Source: an optimization exercise on an open RTL-to-GDS flow (aim: small area and a short achievable clock period). Production flows keep margins and buffers that such runs may drop.
The RTL was checked by simulation tests, not by an equivalence proof against the original design.
Power and IR drop assume default switching activity.

== lane 1 ==
Design ook_decoder, start of the top module:
module ook_decoder (
    input  wire        clk,
    input  wire        rst,
    input  wire        edge_valid,
    input  wire        edge_level,
    input  wire [31:0] edge_ts,
    input  wire        tick,
    output wire        rec_valid,
    output wire [7:0]  rec_id,
    output wire        rec_battery_ok,
    output wire [7:0]  rec_channel,
    output wire [15:0] rec_temp,
    output wire [7:0]  rec_hum,
    output reg  [15:0] ovf_count,
    output reg  [15:0] desync_count
);
==> flow/config.mk <==
export PLATFORM = sky130hd
export DESIGN_NAME = ook_decoder
export DESIGN_NICKNAME = ook_decoder
export VERILOG_FILES = /design/flow/design.v
export SDC_FILE = /design/flow/constraint.sdc
export NUM_CORES = 4
export LEC_CHECK = 0
export CAP_MARGIN = 20
export CORE_MARGIN = 2
export CORE_UTILIZATION = 60
export SLEW_MARGIN = 20
==> flow/constraint.sdc <==
create_clock -name core_clock -period 10.0 [get_ports {clk}]
set_input_delay 2.0000 -clock core_clock [delete_from_list [all_inputs] [get_ports {clk}]]
set_output_delay 2.0000 -clock core_clock [all_outputs]
set_load 0.01 [all_outputs]
standard.sh (not shown) runs the stock make flow with config.mk's settings and CLKGATE_MAP_FILE= SYNTH_SCRIPT=/design/flow/synth_recipe.tcl, a recipe that flattens the netlist after the stock synthesis.
==> flow/flow/run.sh <==
#!/bin/bash
# Standard layout (the standard.sh: standard synthesis, floorplan,
# placement, CTS, routing) with two changes: the post-placement, post-CTS
# and post-route timing repair aims for a margin below the clock period,
# and the port buffers are a small plain buffer cell.
set -euo pipefail
bash standard.sh SETUP_SLACK_MARGIN=5.5 \
  "BUFFER_PORTS_ARGS=-buffer_cell sky130_fd_sc_hd__buf_2" finish > flow_standard.log 2>&1
Lane 1 completed; timing, DRC and antenna clean
Here is what was changed in the inputs of lane 2 compared with lane 1.
-- flow/config.mk --
<<< lane 1, line 12
>>> lane 2, line 12
export SYNTH_HIERARCHICAL = 1
### Flow results
- Compared with lane 1, lane 2 shows a lower number of gates given a new drive strength after cts.
- Count of vias placed by the detailed router (lower): lane 1
- Relative area change from synthesis to final layout in lane 2 vs lane 1: down 2.1 points
- Static leakage of lane 2 falls short of that of lane 1 by a few percent.
- Relative to lane 1, total area of multi-input combinational cells has increased by 450 um^2 in lane 2.
- Relative to lane 1, power has gone down in lane 2.
[inputs] lane 3 vs lane 2
==> flow/flow/run.sh <==
#!/bin/bash
# The standard layout (standard.sh), with these changes:
# - synthesis leaves adders to ABC instead of mapping them to the
#   library's half/full adder cells (ADDER_MAP_FILE empty), and does not
#   use the slow 3- and 4-input OR/AND/majority and 2111 cells, so that the
#   timestamp window logic is built as shallow logic;
# - the timing repair after placement, CTS and global routing aims for a
#   margin below the clock period;
# - the port buffers are a small plain buffer cell.
set -euo pipefail
# the platform's don't-use list, plus the slow cells
DU=$(make -s -C "$FLOW_HOME" DESIGN_CONFIG="$PWD/config.mk" WORK_HOME="$PWD/orfs" print-DONT_USE_CELLS | sed -n 's/^DONT_USE_CELLS: //p')
LIB="$FLOW_HOME/platforms/sky130hd/lib/sky130_fd_sc_hd__tt_025C_1v80.lib"
EXTRA=$(grep -oE 'cell \("?sky130_fd_sc_hd__(or3|or3b|or4|or4b|or4bb|and4|and4b|and4bb|a2111o|a2111oi|o2111a|o2111ai|maj3)_[0-9]+' "$LIB" | sed -E 's/cell \("?//' | tr '\n' ' ')
[ -n "$DU" ] || { echo "no platform dont-use list" >&2; exit 1; }
echo "DONT_USE_CELLS=$DU $EXTRA" > flow_dont_use.log
bash standard.sh ADDER_MAP_FILE= SETUP_SLACK_MARGIN=6 "DONT_USE_CELLS=$DU $EXTRA" \
  "BUFFER_PORTS_ARGS=-buffer_cell sky130_fd_sc_hd__buf_2" finish > flow_standard.log 2>&1
-- flow/config.mk --
<<< lane 2, line 11
>>> lane 3, line 11
export CTS_CLUSTER_DIAMETER = 100
export CTS_CLUSTER_SIZE = 20
<<< lane 2, line 12
export SYNTH_HIERARCHICAL = 1
>>> lane 3, line 14
[summary]
Lane 3 vs lane 2, global-route wire length before repair went down by about 3%. Compared to lane 2, the routing of lane 3 uses less wire. Summary of lane 3 over lane 2: worst setup slack increased 0.53 ns; number of gates resized after cts increased 20. Lane 3 -> lane 2: area taken by flip-flops and latches delta 0, exact match. Lane 3 ended with every stage complete and zero timing, DRC or antenna violations.
--- input diff lane 3..lane 4 ---
==> flow/flow/run.sh <==
#!/bin/bash
# The standard layout (standard.sh), with these changes:
# - synthesis leaves adders to ABC instead of mapping them to the
#   library's half/full adder cells (ADDER_MAP_FILE empty), so that the
#   timestamp window logic is built as shallow logic;
# - the timing repair after placement, CTS and global routing aims for a
#   margin below the clock period;
# - the port buffers are a small plain buffer cell.
set -euo pipefail
bash standard.sh ADDER_MAP_FILE= SETUP_SLACK_MARGIN=6 \
  "BUFFER_PORTS_ARGS=-buffer_cell sky130_fd_sc_hd__buf_2" finish > flow_standard.log 2>&1
## What came out
Routed length on met3, lane 3 and lane 4, lower one = lane 3. Lane 4 vs. lane 3: synthesized cell count stayed essentially flat; final non-filler cell area fell by 0.96%; final period utilization stayed essentially flat; fraction of area in multi-input gates fell by 0.69 points. Hold slack of lane 4 is on par with lane 3. Multi-input logic cell count delta for lane 4 relative to lane 3: 14 lower. Taking lane 3 as the reference, in lane 4 relative contribution of combinational cells to total power neither gained nor lost much, total power neither gained nor lost much, critical path buffer and inverter count picked up an extra 2.

Another version of the RTL of ook_decoder (not shown whole).
Size in the first run: roughly 1600 cells after synthesis, ~440 flip-flops, ~110 I/O pins, roughly 0.019 mm2 of cells after synthesis.
export LEC_CHECK = 0
export CAP_MARGIN = 20
export CORE_MARGIN = 2
export CORE_UTILIZATION = 60
export CTS_CLUSTER_DIAMETER = 100
export CTS_CLUSTER_SIZE = 20
export SLEW_MARGIN = 20
create_clock -name core_clock -period 10.0 [get_ports {clk}]
==> flow/flow/run.sh <==
#!/bin/bash
# The standard layout (standard.sh), with these changes:
# - synthesis leaves adders to ABC instead of mapping them to the
#   library's half/full adder cells (ADDER_MAP_FILE empty), so that the
#   timestamp window logic is built as shallow logic;
# - the timing repair after placement, CTS and global routing aims for a
#   margin below the clock period;
# - the port buffers are a small plain buffer cell.
set -euo pipefail
bash standard.sh ADDER_MAP_FILE= SETUP_SLACK_MARGIN=6.5 \
  "BUFFER_PORTS_ARGS=-buffer_cell sky130_fd_sc_hd__buf_2" finish > flow_standard.log 2>&1
Next try:
--- a/flow/flow/run.sh
+++ b/flow/flow/run.sh
@@ -4,3 +4,4 @@
 #   library's half/full adder cells (ADDER_MAP_FILE empty), so that the
-#   timestamp window logic is built as shallow logic;
+#   timestamp window logic is built as shallow logic, and ABC maps for a
+#   heavier load per gate;
 # - the timing repair after placement, CTS and global routing aims for a
@@ -9,3 +10,3 @@
 set -euo pipefail
-bash standard.sh ADDER_MAP_FILE= SETUP_SLACK_MARGIN=6.5 \
+bash standard.sh ADDER_MAP_FILE= ABC_LOAD_IN_FF=15 SETUP_SLACK_MARGIN=6 \
   "BUFFER_PORTS_ARGS=-buffer_cell sky130_fd_sc_hd__buf_2" finish > flow_standard.log 2>&1
The changed run completed with no timing, DRC or antenna violations.
Via count falls by 1.9%.
Clock power barely changes.
Maximum frequency rises by 2.7%.
Clock skew falls by 0.0088 ns.
Sequential power barely changes.
Die area is about the same.
Setup slack is better by 0.11 ns.
Non-clock buffer count falls by 15.
Cell count rises by 1.2%.
Next try:
==> flow/flow/run.sh (replaced) <==
#!/bin/bash
# The standard layout (standard.sh), with these changes:
# - synthesis leaves adders to ABC instead of mapping them to the
#   library's half/full adder cells (ADDER_MAP_FILE empty), so that the
#   timestamp window logic is built as shallow logic;
# - the timing repair after placement, CTS and global routing aims for a
#   margin below the clock period;
# - the port buffers are a small plain buffer cell.
set -euo pipefail
bash standard.sh ADDER_MAP_FILE= SETUP_SLACK_MARGIN=6 \
  "BUFFER_PORTS_ARGS=-buffer_cell sky130_fd_sc_hd__buf_2" finish > flow_standard.log 2>&1
Settings changed: CORE_UTILIZATION 60 to 70.
Utilization goes up by 11 points.
First-iteration DRC count is higher by 41%.
Clock skew came out higher by 0.018 ns.
Sequential share of layout area goes up by 0.53 points.
Setup slack loses 0.16 ns.
Die area shrinks by 14%.
Routed wire length is lower by 3.0%.
Register-to-register slack is worse by 0.12 ns.
Next try:
--- a/flow/flow/run.sh
+++ b/flow/flow/run.sh
@@ -10,2 +10,2 @@
 bash standard.sh ADDER_MAP_FILE= SETUP_SLACK_MARGIN=6 \
-  "BUFFER_PORTS_ARGS=-buffer_cell sky130_fd_sc_hd__buf_2" finish > flow_standard.log 2>&1
+  "BUFFER_PORTS_ARGS=-buffer_cell sky130_fd_sc_hd__buf_1" finish > flow_standard.log 2>&1
Total power is higher by 0.54%. Sequential power stays flat. First-iteration DRC count is lower by 1.2%. Die area is unchanged. Utilization is higher by 0.59 points. Routed wire length is higher by 2.0%. Worst hold slack got worse by 0.014 ns.
Next try:
--- a/flow/flow/run.sh
+++ b/flow/flow/run.sh
@@ -10,2 +10,2 @@
 bash standard.sh ADDER_MAP_FILE= SETUP_SLACK_MARGIN=6 \
-  "BUFFER_PORTS_ARGS=-buffer_cell sky130_fd_sc_hd__buf_1" finish > flow_standard.log 2>&1
+  "BUFFER_PORTS_ARGS=-buffer_cell sky130_fd_sc_hd__buf_2" finish > flow_standard.log 2>&1
Settings changed: CORE_UTILIZATION 70 to 60.
Synthesized cell count does not change.
Via count fell by a few percent.
Utilization decreases by 11 points.
Sequential power barely changes.
Fmax is lower slightly.
Power stays flat.
Count of clock-buffer cells in the layout is higher by 1.
Combinational power drops by a few percent.
Final area went down slightly.
Flip-flop and latch count does not change.

## afterwards: timing with drivers on the ports
In the flow no input, the clock included, has a driving cell. The finished layouts below were timed again as built, in two steps.
Step 1 assumes that a clkbuf_16 drives the clock port and a buf_2 every other input.
Step 2 adds t to the input delays and takes it off the output delays; t is the mean of the earliest and latest rising clock arrival at the registers after step 1. Input paths then give back, and output paths get back, about the clock's delay inside the block.
Three values: ideal, step 1, step 2; two values: the first two.
| run | t, ns | setup slack, ns | latest minus earliest clock arrival (ns) | worst slew at a driven data input, ns | cell pins on the clock port's net |
|---|---|---|---|---|---|
| lane 1 | 0.633 | 5.468 / 5.470 / 4.838 | 0.018 / 0.017 | 0.07 | 1 |
| lane 2 | 0.641 | 5.353 / 5.348 / 4.707 | 0.022 / 0.022 | 0.06 | 1 |
| lane 3 | 0.643 | 5.883 / 5.893 / 5.250 | 0.018 / 0.017 | 0.07 | 1 |
| lane 4 | 0.635 | 5.894 / 5.919 / 5.284 | 0.018 / 0.017 | 0.06 | 1 |
| the first run of note 2 | 0.599 | 5.793 / 5.785 / 5.186 | 0.025 / 0.025 | 0.09 | 1 |
| the second run of note 2 | 0.599 | 5.905 / 5.912 / 5.314 | 0.017 / 0.017 | 0.07 | 1 |
| the third run of note 2 | 0.603 | 5.748 / 5.746 / 5.143 | 0.034 / 0.034 | 0.06 | 1 |
| the fourth run of note 2 | 0.599 | 5.818 / 5.833 / 5.234 | 0.014 / 0.015 | 0.06 | 1 |
| the fifth run of note 2 | 0.600 | 5.799 / 5.813 / 5.213 | 0.020 / 0.020 | 0.07 | 1 |
After both steps setup and hold are still met in every run listed. The setup slack of lane 2, which loses most, moves by -0.005 ns with the drivers and by -0.646 ns with both steps.
